Source: an optimization exercise on an open RTL-to-GDS flow (aim: small area). Production flows keep margins and buffers that such runs may drop.
Function was checked by simulation only, so behaviour that the tests miss may differ from the original.
No activity file was given, so power comes from the tool's default toggle rates.

**design/flow/design.v**
```verilog
module spe (
    input  wire         clk,
    input  wire         rst,             
    input  wire         cfg_variant,     
    input  wire [7:0]   cfg_devid,
    input  wire [7:0]   cfg_nch,
    input  wire         cmd_valid,
    output wire         cmd_ready,
    input  wire [31:0]  cmd_head,        
    input  wire [119:0] cmd_ops,         
    output wire         tx_valid,
    input  wire         tx_ready,
    output wire [7:0]   tx_data,
    output wire         tx_last,
    input  wire         tx_ans_valid,
    input  wire         tx_ans_err,
    output wire         rx_req,
    output wire [1:0]   rx_req_n,
    input  wire         rx_ans_valid,
    input  wire [1:0]   rx_ans_code,     
    input  wire [7:0]   rx_ans_count,
    input  wire [23:0]  rx_ans_data,     
    output wire [3:0]   status,
    output wire [15:0]  rval,
    output wire [7:0]   rb0,
    output wire [7:0]   rb1,
    output wire [15:0]  roff,
    output wire [7:0]   rwid,
    output wire         hit,
    output wire         moving,
    output wire [8:0]   errknown,
    output wire [6:0]   errunrec,
    output wire [4:0]   txlen,
    input  wire [4:0]   txbuf_addr,
    output wire [7:0]   txbuf_rdata,
    output wire [1:0]   rxlen,
    output wire [23:0]  rxbuf
);
    localparam [1:0] PH_IDLE = 2'd0;
    localparam [1:0] PH_TX   = 2'd1;
    localparam [1:0] PH_TXW  = 2'd3;
    localparam [1:0] PH_RX   = 2'd2;
    function [7:0] cmd_value(input [3:0] idx);
        case (idx)
            4'd0:    cmd_value = 8'h84;
            4'd1:    cmd_value = 8'h87;
            4'd2:    cmd_value = 8'h89;
            4'd3:    cmd_value = 8'h90;
            4'd4:    cmd_value = 8'h93;
            4'd5:    cmd_value = 8'hA1;
            4'd6:    cmd_value = 8'hA2;
            4'd7:    cmd_value = 8'hAE;
            4'd8:    cmd_value = 8'hA4;
            4'd9:    cmd_value = 8'hA7;
            4'd10:   cmd_value = 8'hA8;
            default: cmd_value = 8'h00;
        endcase
    endfunction
    function [6:0] devparam(input [4:0] pid);
        case (pid)
            5'd0:    devparam = {5'd0,  2'd1};
            5'd1:    devparam = {5'd1,  2'd1};
            5'd2:    devparam = {5'd2,  2'd1};
            5'd3:    devparam = {5'd3,  2'd1};
            5'd4:    devparam = {5'd4,  2'd2};
            5'd5:    devparam = {5'd6,  2'd2};
            5'd6:    devparam = {5'd8,  2'd1};
            5'd7:    devparam = {5'd9,  2'd1};
            5'd8:    devparam = {5'd10, 2'd1};
            5'd9:    devparam = {5'd11, 2'd1};
            5'd10:   devparam = {5'd12, 2'd1};
            5'd11:   devparam = {5'd13, 2'd1};
            5'd12:   devparam = {5'd14, 2'd1};
            5'd13:   devparam = {5'd15, 2'd1};
            5'd14:   devparam = {5'd16, 2'd1};
            5'd15:   devparam = {5'd17, 2'd1};
            5'd16:   devparam = {5'd16, 2'd1};
            5'd17:   devparam = {5'd17, 2'd1};
            5'd18:   devparam = {5'd18, 2'd1};
            5'd19:   devparam = {5'd19, 2'd2};
            5'd20:   devparam = {5'd21, 2'd1};
            5'd21:   devparam = {5'd22, 2'd2};
            5'd22:   devparam = {5'd24, 2'd1};
            5'd23:   devparam = {5'd25, 2'd1};
            5'd24:   devparam = {5'd26, 2'd1};
            default: devparam = 7'd0;
        endcase
    endfunction
    function [5:0] field(input [2:0] fid);
        case (fid)
            3'd0:    field = {4'd0, 2'd2};
            3'd1:    field = {4'd2, 2'd1};
            3'd2:    field = {4'd3, 2'd1};
            3'd3:    field = {4'd4, 2'd2};
            3'd4:    field = {4'd6, 2'd1};
            3'd5:    field = {4'd7, 2'd1};
            3'd6:    field = {4'd8, 2'd1};
            default: field = 6'd0;
        endcase
    endfunction
    reg        variant;
    reg [6:0]  devid;
    reg [7:0]  nch;
    reg [1:0]  phase;
    reg [2:0]  pend;
    wire       pk_pos = (pend == 3'b100);
    wire       pk_mov = (pend == 3'b101);
    wire       pk_err = (pend == 3'b110);
    wire [1:0] pend_n = {pend[1] | pk_pos, pend[0]};
    reg [4:0]  tx_idx;
    reg [7:0]  sb [0:15];
    reg [2:0]  st;
    reg [14:0] rv;
    reg [6:0]  r0, r1;
    reg [11:0] ro;
    reg [1:0]  rw;
    reg        h, mv;
    reg [8:0]  ek;
    reg [5:0]  eu;
    reg [4:0]  tl;
    reg [1:0]  rl;
    reg [23:0] rxd;
    assign status   = {1'b0, st};
    assign rval     = {1'b0, rv};
    assign rb0      = {1'b0, r0};
    assign rb1      = {1'b0, r1};
    assign roff     = {4'd0, ro};
    assign rwid     = {6'd0, rw};
    assign hit      = h;
    assign moving   = mv;
    assign errknown = ek;
    assign errunrec = {1'b0, eu};
    assign txlen    = tl;
    assign rxlen    = rl;
    assign rxbuf    = rxd;
    wire [3:0]  op    = cmd_head[31:28];
    wire [3:0]  oplen = cmd_head[27:24];
    wire [7:0]  arg_b = cmd_head[23:16];
    wire [15:0] arg_a = cmd_head[15:0];
    wire idle     = (phase == PH_IDLE);
    wire accept   = cmd_valid & idle;
    wire value_ok = (arg_a[15:14] == 2'b00);
    reg  chan_ok;
    integer j;
    always @(*) begin
        chan_ok = 1'b0;
        for (j = 0; j < 8; j = j + 1)
            chan_ok = (nch[j] & ~arg_b[j]) | (nch[j] & chan_ok) | (~arg_b[j] & chan_ok);
    end
    wire is_set   = op[3] & ~op[2] & (op[1] | op[0]);       
    wire frame_op = op[3] | (op == 4'h4);
    wire f_ok     = is_set ? value_ok : ((op == 4'hC) ? chan_ok : 1'b1);
    wire wr_frame = accept & frame_op & f_ok;
    wire start_tx = wr_frame & op[3];
    reg [7:0] f_opc;
    reg [3:0] f_k;
    reg [2:0] f_pend;
    always @(*) begin
        f_opc  = arg_b;
        f_k    = oplen;
        f_pend = {1'b0, arg_a[1:0]};
        case (op)
            4'h9: begin f_opc = 8'h84; f_k = 4'd3; f_pend = 3'b000; end
            4'hA: begin f_opc = 8'h87; f_k = 4'd3; f_pend = 3'b000; end
            4'hB: begin f_opc = 8'h89; f_k = 4'd3; f_pend = 3'b000; end
            4'hC: begin f_opc = 8'h90; f_k = 4'd1; f_pend = 3'b100; end
            4'hD: begin f_opc = 8'h93; f_k = 4'd0; f_pend = 3'b101; end
            4'hE: begin f_opc = 8'hA1; f_k = 4'd0; f_pend = 3'b110; end
            4'hF: begin f_opc = 8'hA2; f_k = 4'd0; f_pend = 3'b000; end
            default: ;
        endcase
    end
    wire [4:0] f_len = {1'b0, f_k} + {3'd0, variant, 1'b1};
    wire       in_tx = (phase == PH_TX);
    wire [4:0] ridx  = in_tx ? tx_idx : txbuf_addr;
    wire [2:0] rhi   = ridx[3:1] - {2'd0, variant};
    wire [3:0] pidx  = {rhi, ridx[0]};
    wire       hdr   = variant & (ridx[4:1] == 4'd0);
    wire [7:0] rdat  = hdr ? (ridx[0] ? {1'b0, devid} : 8'hAA) : sb[pidx];
    assign txbuf_rdata = rdat;
    assign tx_data     = rdat;
    wire [4:0] tx_inc = tx_idx + 5'd1;
    assign tx_last   = (tx_inc == tl);
    assign cmd_ready = idle;
    assign tx_valid  = in_tx;
    assign rx_req    = (phase == PH_RX);
    assign rx_req_n  = pend_n;
    wire       dev_known = ~|arg_b[7:5] & ~(arg_b[4] & arg_b[3] & |arg_b[2:0]);
    wire       fld_known = ~|arg_a[7:3] & ~&arg_a[2:0];
    wire       code_big  = |arg_b[7:4] | (arg_b[3] & (arg_b[2] | (arg_b[1] & arg_b[0])));
    wire [5:0] fld       = field(arg_a[2:0]);
    wire [4:0] pid       = arg_b[4:0];
    wire [1:0] dp_adj    = (pid == 5'd5 || pid == 5'd20 || pid == 5'd21) ? 2'd1 :
                           ((pid >= 5'd6 && pid <= 5'd15) || pid >= 5'd22) ? 2'd2 : 2'd0;
    wire       dp_w2     = (pid == 5'd4 || pid == 5'd5 || pid == 5'd19 || pid == 5'd21);
    wire        is_servo = op[0];            
    wire [5:0]  s_c = is_servo ? 6'd30 + {2'd0, fld[5:2]} : {4'd0, dp_adj};
    reg  [8:0]  s1;
    reg  [11:0] servo_off;
    reg         cy;
    reg  [11:0] xa, xb;
    integer k;
    always @(*) begin
        xa = {4'd0, arg_b};
        xb = {6'd0, s_c};
        cy = 1'b0;
        for (k = 0; k < 8; k = k + 1) begin
            s1[k] = xa[k] ^ xb[k] ^ cy;
            cy    = (xa[k] & xb[k]) | (xa[k] & cy) | (xb[k] & cy);
        end
        s1[8] = cy;
        xa = {1'b0, arg_b & {8{is_servo}}, 3'd0};
        xb = {3'd0, s1};
        cy = 1'b0;
        for (k = 0; k < 12; k = k + 1) begin
            servo_off[k] = xa[k] ^ xb[k] ^ cy;
            cy           = (xa[k] & xb[k]) | (xa[k] & cy) | (xb[k] & cy);
        end
    end
    wire        w2 = is_servo ? fld[1] : dp_w2;
    reg        name_hit;
    reg [3:0]  name_idx;
    integer i;
    always @(*) begin
        name_hit = 1'b0;
        name_idx = 4'd0;
        for (i = 0; i < 11; i = i + 1)
            if (cmd_value(i[3:0]) == arg_b) begin
                name_hit = 1'b1;
                name_idx = i[3:0];
            end
    end
    reg [2:0] st_acc;
    always @(*) begin
        st_acc = 3'd0;
        case (op)
            4'h0, 4'h9, 4'hA, 4'hB: if (!value_ok) st_acc = 3'd3;
            4'h2: if (!dev_known) st_acc = 3'd1;
            4'h3: if (!chan_ok) st_acc = 3'd2; else if (!fld_known) st_acc = 3'd1;
            4'h5: if (code_big) st_acc = 3'd1;
            4'hC: if (!chan_ok) st_acc = 3'd2;
            default: ;
        endcase
    end
    wire [7:0] rx_b0 = rx_ans_data[7:0];
    wire [7:0] rx_b1 = rx_ans_data[15:8];
    wire [7:0] rx_b2 = rx_ans_data[23:16];
    wire       rx_ok = (rx_ans_code == 2'd0) & (rx_ans_count == {6'd0, pend_n});
    wire        is_code = (op == 4'h5);
    wire [7:0]  x0 = idle ? (is_code ? cmd_value(arg_b[3:0]) : arg_b) : rx_b0;
    wire [7:0]  x1 = idle ? (is_code ? 8'd0 : arg_a[7:0]) : (pk_mov ? 8'd0 : rx_b1);
    wire [14:0] xw = {7'd0, x0} | {x1, 7'd0};
    always @(posedge clk) begin
        if (wr_frame) begin
            sb[0] <= {f_opc[7] & ~variant, f_opc[6:0]};
            sb[1] <= (is_set | (op == 4'hC)) ? arg_b : cmd_ops[7:0];
            sb[2] <= is_set ? {1'b0, arg_a[6:0]}  : cmd_ops[15:8];
            sb[3] <= is_set ? {1'b0, arg_a[13:7]} : cmd_ops[23:16];
            for (i = 4; i < 16; i = i + 1)
                sb[i] <= cmd_ops[8*(i-1) +: 8];
        end
        if (start_tx) begin
            pend <= f_pend;
        end
        if (idle)
            tx_idx <= 5'd0;
        else if (in_tx & tx_ready)
            tx_idx <= tx_inc;
        if (rst) begin
            variant <= cfg_variant;
            devid   <= cfg_devid[6:0];
            nch     <= cfg_nch;
            phase   <= PH_IDLE;
            st      <= 3'd0;
            rv      <= 15'd0;
            r0      <= 7'd0;
            r1      <= 7'd0;
            ro      <= 12'd0;
            rw      <= 2'd0;
            h       <= 1'b0;
            mv      <= 1'b0;
            ek      <= 9'd0;
            eu      <= 6'd0;
            tl      <= 5'd0;
            rl      <= 2'd0;
            rxd     <= 24'd0;
        end else begin
            case (phase)
                PH_IDLE: if (cmd_valid) begin
                    st <= st_acc;
                    if (wr_frame)
                        tl <= f_len;
                    if (start_tx)
                        phase <= PH_TX;
                    case (op)
                        4'h0: if (value_ok) begin
                            r0 <= arg_a[6:0];
                            r1 <= arg_a[13:7];
                        end
                        4'h1: rv <= xw;
                        4'h2, 4'h3: if (is_servo ? (chan_ok & fld_known) : dev_known) begin
                            ro <= servo_off;
                            rw <= {w2, ~w2};
                        end
                        4'h5: if (!code_big)
                            rv <= xw;
                        4'h6: begin
                            h <= name_hit;
                            if (name_hit)
                                r0 <= {3'd0, name_idx};
                        end
                        4'h7: begin
                            rv <= xw;
                            ek <= xw[8:0];
                            eu <= xw[14:9];
                        end
                        default: ;
                    endcase
                end
                PH_TX: if (tx_ready & tx_last)
                    phase <= PH_TXW;
                PH_TXW: if (tx_ans_valid) begin
                    if (tx_ans_err) begin
                        st    <= 3'd4;
                        phase <= PH_IDLE;
                    end else if (pend == 3'd0) begin
                        rl    <= pend_n;
                        st    <= 3'd0;
                        phase <= PH_IDLE;
                    end else
                        phase <= PH_RX;
                end
                PH_RX: if (rx_ans_valid) begin
                    phase <= PH_IDLE;
                    if (rx_ans_code == 2'd1)
                        st <= 3'd5;
                    else if (rx_ans_code != 2'd0)
                        st <= 3'd4;
                    else if (!rx_ok)
                        st <= 3'd6;
                    else begin
                        st <= 3'd0;
                        rl <= pend_n;
                        rxd[7:0] <= rx_b0;
                        if (pend_n[1]) rxd[15:8] <= rx_b1;
                        if (pend_n == 2'd3) rxd[23:16] <= rx_b2;
                        if (pend[2])
                            rv <= xw;
                        if (pk_mov)
                            mv <= (rx_b0 != 8'd0);
                        if (pk_err) begin
                            ek <= xw[8:0];
                            eu <= xw[14:9];
                        end
                    end
                end
            endcase
        end
    end
endmodule
```
**design/flow/flow/run.sh**
```bash
#!/bin/bash
# Layout flow: the standard layout (standard.sh) with these changes:
#  - port buffers use the smallest buffer cell (buf_1);
#  - the clock tree uses clkbuf_8 buffers, clusters of at most 16 sinks, and
#    no dummy loads.
# Each tool's full log stays under orfs/logs (and orfs_std/logs); make's output
# goes to std_synth.log, synth.log and standard.log.
set -euo pipefail
W=$PWD
export BUFFER_PORTS_ARGS="-buffer_cell sky130_fd_sc_hd__buf_1"
export CTS_ARGS="-sink_clustering_enable -repair_clock_nets -dont_use_dummy_load -buf_list sky130_fd_sc_hd__clkbuf_8 -sink_clustering_size 16 -sink_clustering_max_diameter 60"

# standard synthesis, for the register comparison only
make -C "$FLOW_HOME" DESIGN_CONFIG="$W/config.mk" WORK_HOME="$W/orfs_std" CLKGATE_MAP_FILE= \
  SYNTH_SCRIPT="$W/synth_recipe.tcl" synth > std_synth.log 2>&1

# our synthesis into the layout's work folder; standard.sh then continues from it
make -C "$FLOW_HOME" DESIGN_CONFIG="$W/config.mk" WORK_HOME="$W/orfs" CLKGATE_MAP_FILE= \
  SYNTH_SCRIPT="$W/flow/synth.tcl" synth > synth.log 2>&1

regs() { grep -oE 'sky130_fd_sc_hd__[a-z]*df[a-z]*_[0-9]+ +\\?[^ ]+' "$1" | sed -E 's/_[0-9]+ +/ /' | sort; }
R=results/$FLOW_PLATFORM/spe/base/1_2_yosys.v
if ! diff <(regs "orfs_std/$R") <(regs "orfs/$R") > regs_diff.log; then
  echo "register mismatch with the standard synthesis, see regs_diff.log" >&2
  exit 1
fi

bash standard.sh > standard.log 2>&1
```
**design/flow/flow/abc_area.script**
```
strash
ifraig
dc2
dch -f
amap
mfs2
strash
dch -f
amap
mfs2
strash
dch -f
amap
topo
stime -c
```
**design/flow/flow/synth.tcl**
```tcl
# The standard flow's synthesis script (synth_recipe.tcl) with one change: ABC maps the
# combinational logic with the area-oriented script abc_area.script beside this
# file instead of ORFS's script. Flip-flop mapping (dfflibmap, before ABC) and
# register names are untouched.
set abc_area_script [file join [file dirname [file normalize [info script]]] abc_area.script]
proc synth {args} { yosys synth -nofsm -noshare {*}$args }
proc abc {args} {
  global abc_area_script
  set i [lsearch $args -script]
  if { $i >= 0 } { lset args [expr {$i + 1}] $abc_area_script }
  yosys abc {*}$args
}
source $::env(SCRIPTS_DIR)/synth.tcl
# left out here: clear keep_hierarchy, flatten, clean up, hide names made inside functions, write 1_2_yosys.v
```
**design/flow/standard.sh**
```bash
#!/bin/bash
# synth_recipe.tcl (not shown) runs the flow's synth.tcl, then flattens the netlist and writes it again
# the make line also repeats each setting of config.mk as NAME=value (left out here)
make -C /OpenROAD-flow-scripts/flow DESIGN_CONFIG=/design/flow/config.mk WORK_HOME=/design/flow/orfs CLKGATE_MAP_FILE= SYNTH_SCRIPT=/design/flow/synth_recipe.tcl "${@:-finish}"
```
**design/flow/config.mk**
```make
export PLATFORM = sky130hd
export DESIGN_NAME = spe
export DESIGN_NICKNAME = spe
export VERILOG_FILES = /design/flow/design.v
export SDC_FILE = /design/flow/constraint.sdc
export NUM_CORES = 4
export LEC_CHECK = 0
export CAP_MARGIN = 5
export CORE_MARGIN = 2
export CORE_UTILIZATION = 65
export SLEW_MARGIN = 5
```
**design/flow/constraint.sdc**
```tcl
create_clock -name core_clock -period 10.0 [get_ports {clk}]
set_input_delay 2.0000 -clock core_clock [delete_from_list [all_inputs] [get_ports {clk}]]
set_output_delay 2.0000 -clock core_clock [all_outputs]
set_load 0.01 [all_outputs]
```
==> metrics.cfg, run 1 <==
[cts]
cts_root_buf=clkbuf_8
postCtsResizedCells=0
cts_sinks=248
clockBufferDepth=3
cts.hold.buffers_added=0
cts_tree=done
cts_setup_buffers=0
clkTransAtPathRegs_ns=0.09
insertion_delay_ns=0.54
numCtsBuffers=19
h-tree-depth=1

[sta]
final_hold_viol_count=0
fmax_mhz=123
fin_worst_skew_ns=0.0403
slew_viol_final=0
setup_tns_ns=0
tightest_slew_ns=1.20
finalCriticalPeriod_ns=8.10
period_share_pct=81.0
setup_viol=0
grt_setup_unrepaired=false
relSlewSlack_pct=19.6
setup_ws_ns=1.90

[grt]
grt_first_pass_wirelength_um=49700
grt_pass1_vias=9225
antenna_found_initial=1
grtUsageTotal_pct=36.5
gr-total-overflow=0
grt_max_degree=86

[placed_design]
dp_slack_ns=1.85
dp.cells=1531
portBuffers=329
dp_hpwl_um=24200
globalplace.congestion=0.988

[synth]
synthSimpleGateAreaFrac_pct=12.7
synth_top_family_by_area=compound AO/OA/AOI/OAI gates
synth-xor-area-share_pct=0
syn-instance-count=973
ys_warn_count=2
netlist_area_sq_um=10600
yosysSeqAreaShare_pct=60.5
ys_types=41
synthAdderAreaFrac_pct=4.18
syn_avg_cell_area_sq_um=10.9
ys_ff_latch=248
synth_edf_count=147
ys.flop_type=edfxtp_1
synth_compound_area_share_pct=18.3
muxShareOfSynthArea_pct=0
async_flop_share_pct=0

[pwr]
sequentialPowerShare_pct=47.4
power.density_nw_per_um2=215
leakagePower_uw=0.00416
switching_share_pct=36.6
p_total_uw=2690
clock_power_share_pct=17.6
p_int_uw=1710
p_sw_uw=985
power.share.combinational_pct=35.0
vdd.ir_drop.worst_mv=0.166

[route]
ant_nets=0
wl_per_cell_um=20.9
num_vias=9609
first_pass_iters=7
drc=0
drt_iter0_markers=1301
wl_um=32300
vias_per_cell=6.20

[finish]
drive_gt1_share_pct=3.75
multi_input_area_sq_um=3850
fill_cells=1087
nNetsFinal=1580
regArea_sq_um=6440
synthToLayoutAreaGrowth_pct=17.5
final_cells=1551

[floorplan]
dieArea_sq_um=17400
die_y_um=132
rows=46
fp.coreArea_sq_um=15900
die_w_um=132
start_util_pct=66.8
pin_count=346

[setup_path]
crit_family=compound AO/OA/AOI/OAI gates
crit_path_max_fanout=9
max_stage_delay_ns=1.01
crit_path_end_kind=output port
start_kind=input port
path_class=in2out
r2r_slack_ns=4.63
path_cells=buf_1, o22ai_1, ha_1, ha_1, o21ai_0, clkinv_1, nor4_2, a222oi_1, nand3_1, a2111oi_0, buf_4, a41oi_1, buf_1
critPathSlowestCell=nor4_2
crit_buf_inv=4
arrival_ns=6.10
crit_required_ns=8.00

[outcome]
outcome=timing/DRC/antenna clean

[run]
drv_cap=0

[worst_hold_path]
hold_path_class=reg2reg

==> routing by layer <==
metal | GRT usage (%) | part of all wire [%] | up-vias
li1 | - | - | 4415
met1 | 45.8 | 36 | 4476
met2 | 60.3 | 48 | 604
met3 | 8.65 | 11 | 114
met4 | 17.1 | 5.1 | 0
met5 | 0 | 0 | -
==> layout make-up <==
| class | instances | share of cell area [%] |
|---|---|---|
| Antenna cell | 1 | 0.0200 |
| Clock buffer | 19 | 2.09 |
| Inverter | 75 | 2.25 |
| Multi-Input combinational cell | 640 | 30.8 |
| Sequential cell | 248 | 51.4 |
| Tap cell | 216 | 2.16 |
| Timing Repair Buffer | 352 | 11.3 |
==> worst register-to-register path, cell delays in order (launching register included) <==
cell       delay (ns)
edfxtp_1         0.45
clkinv_1         0.24
a21oi_1          0.42
nor2_1           0.07
a2111oi_0        0.89
nand3b_1         0.52
nor2_1           0.68
clkinv_1         0.45
nor2_1           0.75
clkinv_1         0.46
o22ai_1          0.21
nor2_1           0.08
==> power groups by stage <==
stage               combinational, uW  sequential (uW)  clock, uW
floorplan                         585             1320          0
CTS                               927             1270        474
detailed placement                924             1290          0
finish                            943             1270        474
global route                     1030             1280        509
global placement                  902             1290          0
==> cells in the final DEF (no fill, tap or decap), types with 3 or more instances in the layout <==
| cell | n |
|---|---|
| a2111oi_0 | 6 |
| a211oi_1 | 6 |
| a21oi_1 | 41 |
| a221oi_1 | 7 |
| a222oi_1 | 22 |
| a22o_1 | 5 |
| a22oi_1 | 23 |
| a31oi_1 | 10 |
| a32oi_1 | 4 |
| and2_0 | 4 |
| buf_1 | 328 |
| buf_4 | 23 |
| clkbuf_8 | 19 |
| clkinv_1 | 75 |
| conb_1 | 15 |
| dfxtp_1 | 101 |
| edfxtp_1 | 147 |
| fa_1 | 11 |
| ha_1 | 18 |
| nand2_1 | 42 |
| nand3_1 | 19 |
| nand3b_1 | 3 |
| nand4_1 | 6 |
| nor2_1 | 163 |
| nor2b_1 | 4 |
| nor3_1 | 32 |
| nor4_1 | 17 |
| nor4_2 | 5 |
| o21a_1 | 5 |
| o21ai_0 | 39 |
| o221a_1 | 4 |
| o221ai_1 | 4 |
| o22a_1 | 7 |
| o22ai_1 | 98 |
| or2_0 | 5 |
==> path summary, 6_finish.rpt <==
check        depth (start not counted)              to     startpoint
min                                  2           rw[0]          rw[0]
max reg2reg                         11         rxd[20]        pend[0]
min reg2reg                          2           rw[0]          rw[0]
max                                 13  txbuf_rdata[3]  txbuf_addr[1]
==> metrics by stage <==
stage	util, %	hold WS, ns	area, sq um
finish	78.5	0.498	12500
global route	78.5	0.515	12500
CTS	78.5	0.500	12500
detailed placement	76.8	0.485	12200
global placement	76.8	0.464	12200
floorplan	-	0.473	10700
==> cell usage after synthesis (5+ instances only) <==
| library cell | number | area share, % |
|---|---|---|
| o21a_1 | 5 | 0.35 |
| fa_1 | 11 | 2.1 |
| nand2_1 | 42 | 1.5 |
| edfxtp_1 | 147 | 41 |
| clkinv_1 | 75 | 2.6 |
| a22oi_1 | 23 | 1.6 |
| a2111oi_0 | 6 | 0.49 |
| nor3_1 | 32 | 1.5 |
| buf_4 | 24 | 1.7 |
| or2_0 | 5 | 0.29 |
| dfxtp_1 | 101 | 19 |
| o21ai_0 | 41 | 1.9 |
| nor2_1 | 164 | 5.8 |
| o22ai_1 | 98 | 5.8 |
| a22o_1 | 5 | 0.41 |
| a31oi_1 | 10 | 0.59 |
| a222oi_1 | 22 | 2.1 |
| o22a_1 | 7 | 0.58 |
| nor4_1 | 23 | 1.4 |
| a21oi_1 | 41 | 1.9 |
| a211oi_1 | 6 | 0.42 |
| nand4_1 | 6 | 0.35 |
| nand3_1 | 19 | 0.89 |
| ha_1 | 18 | 2.1 |
| a221oi_1 | 7 | 0.58 |
==> kinds of logic after synthesis <==
family,after synthesis
other,1
and+or+nand+nor,307
adders and majority gates,29
DFF,248
AOI/OAI and AO/OA,289
buffers and inverters,99
==> state kept, by name, indices dropped and copies added (netlist names) <==
register,flops
mv,1
sb,128
h,1
r0,7
ek,9
variant,1
tl,5
pend,3
st,3
rl,2
rxd,24
eu,6
nch,8
r1,7
ro,12
tx_idx,5
rv,15
phase,2
devid,7
rw,2
==> inputs of run 2 (changes only) <==
--- a/design/flow/flow/run.sh
+++ b/design/flow/flow/run.sh
@@ -17,5 +17,5 @@
 # our synthesis into the layout's work folder; standard.sh then continues from it
 make -C "$FLOW_HOME" DESIGN_CONFIG="$W/config.mk" WORK_HOME="$W/orfs" CLKGATE_MAP_FILE= \
-  SYNTH_SCRIPT="$W/flow/synth.tcl" synth > synth.log 2>&1
+  ADDER_MAP_FILE= SYNTH_SCRIPT="$W/flow/synth.tcl" synth > synth.log 2>&1
 
 regs() { grep -oE 'sky130_fd_sc_hd__[a-z]*df[a-z]*_[0-9]+ +\\?[^ ]+' "$1" | sed -E 's/_[0-9]+ +/ /' | sort; }
==> metrics.cfg, run 2 <==
[pwr]
leakagePower_uw=0.00401  ; -3.6%
vdd.ir_drop.worst_mv=0.145  ; -13%
p_total_uw=2160  ; -20%
power.density_nw_per_um2=175  ; -19%

[sta]
setup_viol=0  ; unchanged
fin_worst_skew_ns=0.0276  ; -0.0127 ns
slew_viol_final=0  ; unchanged
finalCriticalPeriod_ns=7.26  ; -0.846 ns
period_share_pct=72.6  ; -8.5 points
relSlewSlack_pct=23.8  ; +4.2 points
final_hold_viol_count=0  ; unchanged
fmax_mhz=138  ; +12%
tightest_slew_ns=1.13  ; -0.0653 ns
grt_setup_unrepaired=false
setup_tns_ns=0  ; unchanged

[cts]
numCtsBuffers=19  ; unchanged
cts_sinks=248  ; unchanged
h-tree-depth=1  ; unchanged
cts_root_buf=clkbuf_8
cts.hold.buffers_added=0  ; unchanged
insertion_delay_ns=0.54  ; about the same
clockBufferDepth=3  ; unchanged
postCtsResizedCells=0  ; unchanged
clkTransAtPathRegs_ns=0.08  ; about the same
cts_setup_buffers=0  ; unchanged
cts_tree=done

[finish]
final_cell_mix=buf_1, nor2_1, edfxtp_1
top_register=sb
fin_area_sq_um=12300  ; -1.7%
fill_cells=1139  ; +4.8%
drive_gt1_share_pct=3.03  ; -0.72 points
final_common_cell=buf_1
largest_reg_flops=128  ; unchanged
reg.largest.list=sb (128), rxd (24), rv (15)
synthToLayoutAreaGrowth_pct=17.1
nNetsFinal=1572  ; -0.51%

[floorplan]
dieArea_sq_um=17200  ; -1.3%
die_w_um=131  ; -0.64%
start_util_pct=66.4  ; -0.40 points
fp.coreArea_sq_um=15800  ; -0.72%
rows=46  ; unchanged
die_y_um=131  ; -0.64%
pin_count=346  ; unchanged

[synth]
ys_types=46  ; +12%
netlist_area_sq_um=10500  ; -1.3%
synth.top_cell.area_share_pct=42.0  ; +0.55 points
yosys.area.top_type=edfxtp_1
ys.flop_type=edfxtp_1
ys_warn_count=2  ; unchanged
yosysSeqAreaShare_pct=61.3  ; +0.81 points
synth_edf_count=147  ; unchanged
syn_avg_cell_area_sq_um=10.5  ; -4.2%
yosysMostFrequentCell=nor2_1
ys_ff_latch=248  ; unchanged
ys_top_cells_by_count=nor2_1, edfxtp_1, dfxtp_1
synth_area_leaders=edfxtp_1, dfxtp_1, nor2_1
async_flop_share_pct=0  ; unchanged
syn-instance-count=1002  ; +3.0%

[worst_hold_path]
hold_depth=2  ; unchanged
hold_path_class=reg2reg

[setup_path]
max_stage_delay_ns=0.90  ; -0.11 ns
crit_family=compound AO/OA/AOI/OAI gates
path_cells=buf_1, o22ai_1, o21ai_0, clkinv_1, or3_1, nor2_1, a22oi_1, nand3_1, a211oi_1, a32oi_1, buf_1
crit_buf_inv=3  ; -1
crit_path_end_kind=output port
worst_r2r_path_depth=12  ; +1
start_kind=input port
arrival_ns=5.26  ; -0.84 ns
path_class=in2out
worst_path_most_repeated_cell=buf_1
crit_required_ns=8.00  ; about the same
worst-path-stages=11  ; -2
critPathSlowestCell=o21ai_0
crit_path_max_fanout=11  ; +2

[grt]
grt_first_pass_wirelength_um=48800  ; -1.8%
grt_pass1_vias=9329  ; +1.1%
gr-total-overflow=0  ; unchanged
antenna_found_initial=1  ; unchanged
grtUsageTotal_pct=35.7  ; -0.78 points
grt_max_degree=76  ; -12%

[route]
drt_iter0_markers=912  ; -30%
ant_nets=0  ; unchanged
first_pass_iters=8  ; +1
num_vias=9792  ; +1.9%
drc=0  ; unchanged
vias_per_cell=6.23  ; +0.54%
wl_um=31600  ; -2.3%
wl_per_cell_um=20.1  ; -3.6%

[placed_design]
dp_hpwl_um=23300  ; -3.7%
globalplace.congestion=0.910  ; -7.9%
portBuffers=329  ; unchanged
place_area_sq_um=12000  ; -1.7%

[outcome]
outcome=timing/DRC/antenna clean

[run]
drv_cap=0  ; unchanged

run 2: cell types whose count changed in the layout (fill, tap and decap cells not counted), sizes merged, moves of 12 or more:
cell | previous run | this run
o32ai | 1 | 13
nor2 | 164 | 190
a21oi | 41 | 64
nand2 | 42 | 55
ha | 18 | 0
nor4 | 23 | 7
run 2: per-layer routing:
layer / wire length [um] / vias up / GRT usage, %
li1: - / 4521 / -
met1: 11700 / 4570 / 46.1
met2: 15000 / 603 / 59.1
met3: 3490 / 98 / 8.18
met4: 1370 / 0 / 14.3
met5: 0 / - / 0
run 2: kinds of logic (layout without fill, tap and decap cells):
group	Yosys count	count (layout)	synth area share [%]
buffers and inverters	99	438	4.39
AOI/OAI and AO/OA	324	324	21.0
other	1	16	0.0357
DFF	248	248	61.3
and+or+nand+nor	330	330	13.3
run 2: path summary, 6_finish.rpt:
| path | end | startpoint | slack (ns) |
|---|---|---|---|
| worst max register to register | rxd[19] | pend[2] | 5.12 |
| worst max-delay path | txbuf_rdata[6] | txbuf_addr[1] | 2.74 |
| worst min register to register | rw[1] | rw[1] | 0.49 |
| worst min-delay path | rw[1] | rw[1] | 0.49 |
run 2: area by class of cell:
type,count,area (sq um),area share [%]
well taps,216,270,2.20
inverters,75,282,2.29
multi-input cells,669,3700,30.1
diodes,1,2.50,0.0203
repair buffers,344,1350,11.0
flip-flops and latches,248,6440,52.3
clock buffers,19,262,2.13
run 2: per-stage QoR:
| stage | setup slack [ns] | instances | util, % | hold slack (ns) |
|---|---|---|---|---|
| after detailed placement | 2.82 | 1552 | 76.1 | 0.475 |
| after global placement | 2.81 | 1552 | 76.1 | 0.464 |
| after floorplan | 0.794 | 1016 | - | 0.472 |
| after global routing | 2.49 | 1571 | 77.7 | 0.522 |
| after CTS | 2.81 | 1571 | 77.7 | 0.500 |
| final | 2.74 | 1572 | 77.7 | 0.495 |
run 2: power by group:
part           switching [uW]  leakage, uW  internal, uW
clock network             305     0.000137           171
logic                     326      0.00168           165
registers                30.2      0.00219          1160
total                     661      0.00401          1500
run 2: worst min-delay path, delay by kind of cell, from the launching register on:
| kind | cells | cell delay, ns |
|---|---|---|
| AO/OA/AOI/OAI | 1 | 0.06 |
| flip-flops | 1 | 0.33 |
| AND/OR/NAND/NOR | 1 | 0.08 |
==> inputs of run 3 (changes only) <==
--- a/design/flow/flow/run.sh
+++ b/design/flow/flow/run.sh
@@ -2,4 +2,5 @@
 # Layout flow: the standard layout (standard.sh) with these changes:
 #  - port buffers use the smallest buffer cell (buf_1);
+#  - the constant-0 outputs share one tie cell (no repair_tie_fanout);
 #  - the clock tree uses clkbuf_8 buffers, clusters of at most 16 sinks, and
 #    no dummy loads.
@@ -9,4 +10,5 @@
 W=$PWD
 export BUFFER_PORTS_ARGS="-buffer_cell sky130_fd_sc_hd__buf_1"
+export SKIP_REPAIR_TIE_FANOUT=1
 export CTS_ARGS="-sink_clustering_enable -repair_clock_nets -dont_use_dummy_load -buf_list sky130_fd_sc_hd__clkbuf_8 -sink_clustering_size 16 -sink_clustering_max_diameter 60"
 
--- a/design/flow/config.mk
+++ b/design/flow/config.mk
@@ -9,3 +9,4 @@
 export CORE_MARGIN = 2
 export CORE_UTILIZATION = 65
+export PLACE_DENSITY = 0.9
 export SLEW_MARGIN = 5
==> metrics.cfg, run 3 <==
[cts]
postCtsResizedCells=0  ; unchanged
insertion_delay_ns=0.53  ; about the same
cts_sinks=248  ; unchanged
cts.hold.buffers_added=0  ; unchanged
numCtsBuffers=19  ; unchanged
clkTransAtPathRegs_ns=0.10  ; +0.02 ns
clockBufferDepth=3  ; unchanged
cts_setup_buffers=0  ; unchanged
cts_tree=done
cts_root_buf=clkbuf_8
h-tree-depth=1  ; unchanged

[sta]
setup_ws_ns=2.37  ; -0.377 ns
relSlewSlack_pct=8.85  ; -15 points
period_share_pct=76.3  ; +3.8 points
grt_setup_unrepaired=false
fmax_mhz=131  ; -4.9%
finalCriticalPeriod_ns=7.63  ; +0.377 ns
tightest_slew_ns=1.36  ; +0.226 ns
final_hold_viol_count=0  ; unchanged
fin_worst_skew_ns=0.0325  ; +0.00491 ns
setup_viol=0  ; unchanged
setup_tns_ns=0  ; unchanged
slew_viol_final=0  ; unchanged

[finish]
fin_area_sq_um=12200  ; -0.63%
synthToLayoutAreaGrowth_pct=16.4
reg.largest.list=sb (128), rxd (24), rv (15)
fill_cells=1046  ; -8.2%
final_common_cell=buf_1
final_cells=1554  ; -1.1%
drive_gt1_share_pct=2.84  ; -0.19 points
final_cell_mix=buf_1, nor2_1, edfxtp_1
utilization_pct=77.2  ; -0.49 points
largest_reg_flops=128  ; unchanged
nNetsFinal=1555  ; -1.1%
top_register=sb
antenna-diode-count=0  ; -1

[synth]
ys_ff_latch=248  ; unchanged
synth_compound_area_share_pct=21.0  ; unchanged
synth_edf_count=147  ; unchanged
yosysSeqAreaShare_pct=61.3  ; unchanged
netlist_area_sq_um=10500  ; unchanged
synth-xor-area-share_pct=0  ; unchanged
synthSimpleGateAreaFrac_pct=13.3  ; unchanged
synth_top_family_by_area=compound AO/OA/AOI/OAI gates
synth_area_leaders=edfxtp_1, dfxtp_1, nor2_1
syn-instance-count=1002  ; unchanged
ys.flop_type=edfxtp_1
ys_warn_count=2  ; unchanged
ys_types=46  ; unchanged
ys_top_cells_by_count=nor2_1, edfxtp_1, dfxtp_1
async_flop_share_pct=0  ; unchanged
yosys.area.top_type=edfxtp_1
muxShareOfSynthArea_pct=0  ; unchanged
synth.top_cell.area_share_pct=42.0  ; unchanged
yosysMostFrequentCell=nor2_1
syn_avg_cell_area_sq_um=10.5  ; unchanged
synthAdderAreaFrac_pct=0  ; unchanged

[setup_path]
worst_path_most_repeated_cell=buf_1
crit_path_end_kind=output port
max_stage_delay_ns=1.14  ; +0.24 ns
crit_buf_inv=3  ; unchanged
start_kind=input port
crit_path_max_fanout=11  ; unchanged
crit_family=compound AO/OA/AOI/OAI gates
crit_required_ns=8.00  ; about the same
critPathSlowestCell=nor3_1
path_class=in2out
arrival_ns=5.63  ; +0.37 ns
path_cells=buf_1, o22ai_1, o21ai_0, clkinv_1, nor3_1, a22oi_1, nand3_1, a211oi_1, a32oi_1, buf_1

[outcome]
outcome=timing/DRC/antenna clean

[pwr]
vdd.ir_drop.worst_mv=0.148  ; +2.2%
leakagePower_uw=0.00395  ; -1.5%
power.share.combinational_pct=23.1  ; +0.3 points
p_int_uw=1490  ; about the same
clock_power_share_pct=21.8  ; -0.3 points
power.density_nw_per_um2=177  ; +0.85%
sequentialPowerShare_pct=55.1  ; about the same
switching_share_pct=30.8  ; +0.21 points
p_sw_uw=667  ; +0.89%

[run]
drv_cap=0  ; unchanged

[route]
drt_iter0_markers=1537  ; +69%
num_vias=9982  ; +1.9%
wl_per_cell_um=21.4  ; +6.7%
first_pass_iters=6  ; -2
ant_nets=0  ; unchanged
wl_um=33300  ; +5.5%
vias_per_cell=6.42  ; +3.1%
drc=0  ; unchanged

[grt]
grt_pass1_vias=9704  ; +4.0%
gr-total-overflow=0  ; unchanged
antenna_found_initial=0  ; -1
grtUsageTotal_pct=37.9  ; +2.1 points
grt_first_pass_wirelength_um=51800  ; +6.1%
grt_max_degree=88  ; +16%

[worst_hold_path]
hold_path_class=reg2reg

[placed_design]
portBuffers=329  ; unchanged
globalplace.congestion=0.947  ; +4.0%
place_area_sq_um=12000  ; -0.62%
dp_hpwl_um=24500  ; +5.2%
dp_slack_ns=2.57  ; -0.252 ns
dp.cells=1535  ; -1.1%

[floorplan]
pin_count=346  ; unchanged
rows=46  ; unchanged
dieArea_sq_um=17200  ; unchanged
fp.coreArea_sq_um=15800  ; unchanged
die_w_um=131  ; unchanged
start_util_pct=66.4  ; unchanged
die_y_um=131  ; unchanged

run 3: cell types whose count changed in the layout (fill, tap and decap cells not counted), sizes merged:
cell	before	now
diode	1	0
buf	343	340
conb	15	1
run 3: path summary, 6_finish.rpt:
check / depth (start not counted) / slack (ns) / from / to
worst max-delay path: 10 / 2.37 / txbuf_addr[1] / tx_data[6]
worst min-delay path: 2 / 0.49 / rw[1] / rw[1]
worst max register to register: 11 / 5.08 / pend[0] / rxd[22]
worst min register to register: 2 / 0.49 / rw[1] / rw[1]
run 3: layout make-up:
| type | count | area (sq um) | area share, % |
|---|---|---|---|
| inverter | 75 | 282 | 2.30 |
| timing repair buffer | 341 | 1330 | 10.9 |
| tap | 216 | 270 | 2.21 |
| sequential | 248 | 6440 | 52.6 |
| multi-input combinational | 655 | 3650 | 29.8 |
| clock buffer | 19 | 262 | 2.14 |
run 3: worst reg2reg max path: stages (launching register included):
cell and delay, ns:
edfxtp_1 0.43, clkinv_1 0.22, a211oi_1 0.27, o21ai_0 0.16
a2111oi_0 0.64, nand3_1 0.58, nor2_1 0.71, clkinv_1 0.45
nor2_1 0.60, clkinv_1 0.43, o22ai_1 0.25, nor2_1 0.06
run 3: stage by stage:
step,total power [uW],hold slack [ns]
after floorplan,1530,0.472
after global placement,1680,0.461
after detailed placement,1700,0.476
after CTS,2150,0.500
after global routing,2230,0.542
final,2160,0.495
run 3: power by group through the flow:
stage / Combinational (uW) / Clock [uW] / Sequential [uW]
after CTS: 486 / 471 / 1190
after floorplan: 310 / 0 / 1220
final: 499 / 472 / 1190
after detailed placement: 483 / 0 / 1210
after global routing: 534 / 500 / 1200
after global placement: 468 / 0 / 1210
run 3: logic make-up (layout without fill, tap and decap cells):
kind of cell | count (synthesis) | after routing
flip-flops | 248 | 248
AND/OR/NAND/NOR | 330 | 330
buffers and inverters | 99 | 435
other | 1 | 1
AO/OA/AOI/OAI | 324 | 324
run 3: routing by layer:
| metal | wire, um | track usage, % | vias to the layer above | share of wire, % |
|---|---|---|---|---|
| li1 | - | - | 4509 | - |
| met1 | 11700 | 46.9 | 4610 | 35 |
| met2 | 16300 | 65.1 | 757 | 49 |
| met3 | 3910 | 8.18 | 106 | 12 |
| met4 | 1430 | 15.1 | 0 | 4.3 |
| met5 | 0 | 0 | - | 0 |
==> inputs of run 4 (changes only) <==
--- a/design/flow/config.mk
+++ b/design/flow/config.mk
@@ -9,4 +9,3 @@
 export CORE_MARGIN = 2
 export CORE_UTILIZATION = 65
-export PLACE_DENSITY = 0.9
 export SLEW_MARGIN = 5
==> metrics.cfg, run 4 <==
[route]
wl_um=31300  ; -6.2%
drc=0  ; unchanged
wl_per_cell_um=20.1  ; -6.2%
vias_per_cell=6.19  ; -3.6%
drt_iter0_markers=905  ; -41%
first_pass_iters=5  ; -1
num_vias=9619  ; -3.6%
ant_nets=0  ; unchanged

[synth]
async_flop_share_pct=0  ; unchanged
yosysMostFrequentCell=nor2_1
ys_types=46  ; unchanged
synth_area_leaders=edfxtp_1, dfxtp_1, nor2_1
yosys.area.top_type=edfxtp_1
syn-instance-count=1002  ; unchanged
ys_ff_latch=248  ; unchanged
netlist_area_sq_um=10500  ; unchanged
ys.flop_type=edfxtp_1
synth.top_cell.area_share_pct=42.0  ; unchanged
ys_top_cells_by_count=nor2_1, edfxtp_1, dfxtp_1
syn_avg_cell_area_sq_um=10.5  ; unchanged
synth_edf_count=147  ; unchanged
yosysSeqAreaShare_pct=61.3  ; unchanged
ys_warn_count=2  ; unchanged

[grt]
antenna_found_initial=1  ; +1
grt_pass1_vias=9020  ; -7.0%
grt_max_degree=93  ; +5.7%
grt_first_pass_wirelength_um=48000  ; -7.3%
grtUsageTotal_pct=35.3  ; -2.6 points
gr-total-overflow=0  ; unchanged

[cts]
h-tree-depth=1  ; unchanged
cts_root_buf=clkbuf_8
cts_sinks=248  ; unchanged
clkTransAtPathRegs_ns=0.09  ; about the same
insertion_delay_ns=0.54  ; about the same
cts.hold.buffers_added=0  ; unchanged
cts_setup_buffers=0  ; unchanged
postCtsResizedCells=0  ; unchanged
clockBufferDepth=3  ; unchanged
cts_tree=done
numCtsBuffers=19  ; unchanged

[finish]
antenna-diode-count=0  ; unchanged
nNetsFinal=1555  ; unchanged
final_common_cell=buf_1
synthToLayoutAreaGrowth_pct=16.4  ; unchanged
final_cell_mix=buf_1, nor2_1, edfxtp_1
largest_reg_flops=128  ; unchanged
top_register=sb
drive_gt1_share_pct=2.84  ; unchanged
reg.largest.list=sb (128), rxd (24), rv (15)

[setup_path]
crit_path_end_kind=output port
path_cells=buf_1, o22ai_1, o21ai_0, clkinv_1, or3_1, nor2_1, a22o_1, a221oi_1, nand2_1, a21oi_1, a41oi_1, buf_1
worst_r2r_path_depth=12  ; +1
worst_path_most_repeated_cell=buf_1
crit_family=compound AO/OA/AOI/OAI gates
critPathSlowestCell=o21ai_0
worstReg2RegEnd=rxd[20]
crit_path_max_fanout=11  ; unchanged
r2r_slack_ns=5.17  ; +0.09 ns
crit_buf_inv=3  ; unchanged
crit_required_ns=8.00  ; about the same
rr_startpoint=pend[2]
critPathLaunch=txbuf_addr[1]
max_stage_delay_ns=0.84  ; -0.30 ns
path_class=in2out
arrival_ns=5.34  ; -0.29 ns
start_kind=input port

[sta]
final_hold_viol_count=0  ; unchanged
period_share_pct=73.4  ; -2.9 points
setup_tns_ns=0  ; unchanged
relSlewSlack_pct=18.9  ; +10 points
setup_viol=0  ; unchanged
fin_worst_skew_ns=0.0302  ; -0.00227 ns
finalCriticalPeriod_ns=7.34  ; -0.291 ns
fmax_mhz=136  ; +4.0%
grt_setup_unrepaired=false
slew_viol_final=0  ; unchanged
tightest_slew_ns=1.21  ; -0.147 ns

[floorplan]
dieArea_sq_um=17200  ; unchanged
pin_count=346  ; unchanged
fp.coreArea_sq_um=15800  ; unchanged
die_w_um=131  ; unchanged
start_util_pct=66.4  ; unchanged
die_y_um=131  ; unchanged
rows=46  ; unchanged

[placed_design]
globalplace.congestion=0.926  ; -2.2%
dp_hpwl_um=23100  ; -5.5%
portBuffers=329  ; unchanged

[worst_hold_path]
min-delay-start=ro[10]
whs_endpoint=ro[10]
hold_depth=2  ; unchanged
hold_path_class=reg2reg

[pwr]
p_total_uw=2150  ; -0.64%
leakagePower_uw=0.00395  ; about the same
power.density_nw_per_um2=176  ; -0.64%
vdd.ir_drop.worst_mv=0.144  ; -2.8%

[run]
drv_cap=0  ; unchanged

[outcome]
outcome=timing/DRC/antenna clean

## run 4: logic make-up after synthesis
family,after synthesis,synth area share [%]
buf+inv,99,4.39
compound gates,324,21.0
other cells,1,0.0357
simple gates,330,13.3
flops,248,61.3
## run 4: routing by layer
layer	share of wire, %	GRT usage [%]
met1	37	46.1
met2	48	58.2
met3	11	7.95
met4	4.3	13.3
met5	0.035	0
## run 4: how the worst max path moves through the flow
stage,to,slack [ns],cells past startpoint
floorplan,pend[0],0.79,11
global placement,tx_data[6],2.86,11
detailed placement,tx_data[6],2.76,11
CTS,tx_data[2],2.70,12
global route,tx_data[2],2.39,12
finish,tx_data[2],2.66,12
## run 4: where the power goes
part,switching (uW),internal [uW]
logic,324,164
clock network,300,171
registers,28.8,1160
total,653,1490
## run 4: through the flow
step	std cells	cell area [sq um]	hold slack [ns]	util [%]	setup WS, ns
6_report	1554	12200	0.494	77.2	2.66
5_1_grt	1554	12200	0.525	77.2	2.39
4_1_cts	1554	12200	0.497	77.2	2.70
3_5_place_dp	1535	12000	0.472	75.6	2.76
3_3_place_gp	1535	12000	0.462	75.6	2.86
2_1_floorplan	1002	10500	0.472	-	0.794
## run 4: cell type report
type,instances,area (sq um)
Multi-Input combinational cell,655,3650
Tap cell,216,270
Clock buffer,19,262
Inverter,75,282
Sequential cell,248,6440
Fill cell,1145,3600
Timing Repair Buffer,341,1330
## run 4: tightest hold or removal path: stages, from the launching register on
cell	delay [ns]
dfxtp_1	0.34
a21oi_1	0.06
nor2_1	0.07

[separate check: timing with driven ports]
Ports are ideal in the flow. The routed layouts listed here were re-timed in OpenROAD. Step 1 (the two cells are an assumption about what drives the block):
set clk [get_ports {clk}]
set_driving_cell -lib_cell sky130_fd_sc_hd__clkbuf_16 $clk
set_driving_cell -lib_cell sky130_fd_sc_hd__buf_2 [delete_from_list [all_inputs] $clk]
Step 2 also shifts input and output timing later by t, the mid clock arrival at the registers, as if the neighbouring blocks saw the same clock. Three values: ideal, step 1, step 2; two values: the first two.
run	shift t [ns]	setup slack, ns	slew at the worst register clock pin (ns)
run 1	0.562	1.897 / 1.874 / 1.745	0.10 / 0.10
run 2	0.570	2.743 / 2.683 / 2.683	0.11 / 0.11
run 3	0.551	2.365 / 2.307 / 2.307	0.10 / 0.10
run 4	0.568	2.656 / 2.602 / 2.602	0.10 / 0.10
After both steps every run listed still meets setup and hold. The setup slack of run 1, which loses most, moves by -0.023 ns with the drivers and by -0.152 ns with both steps.
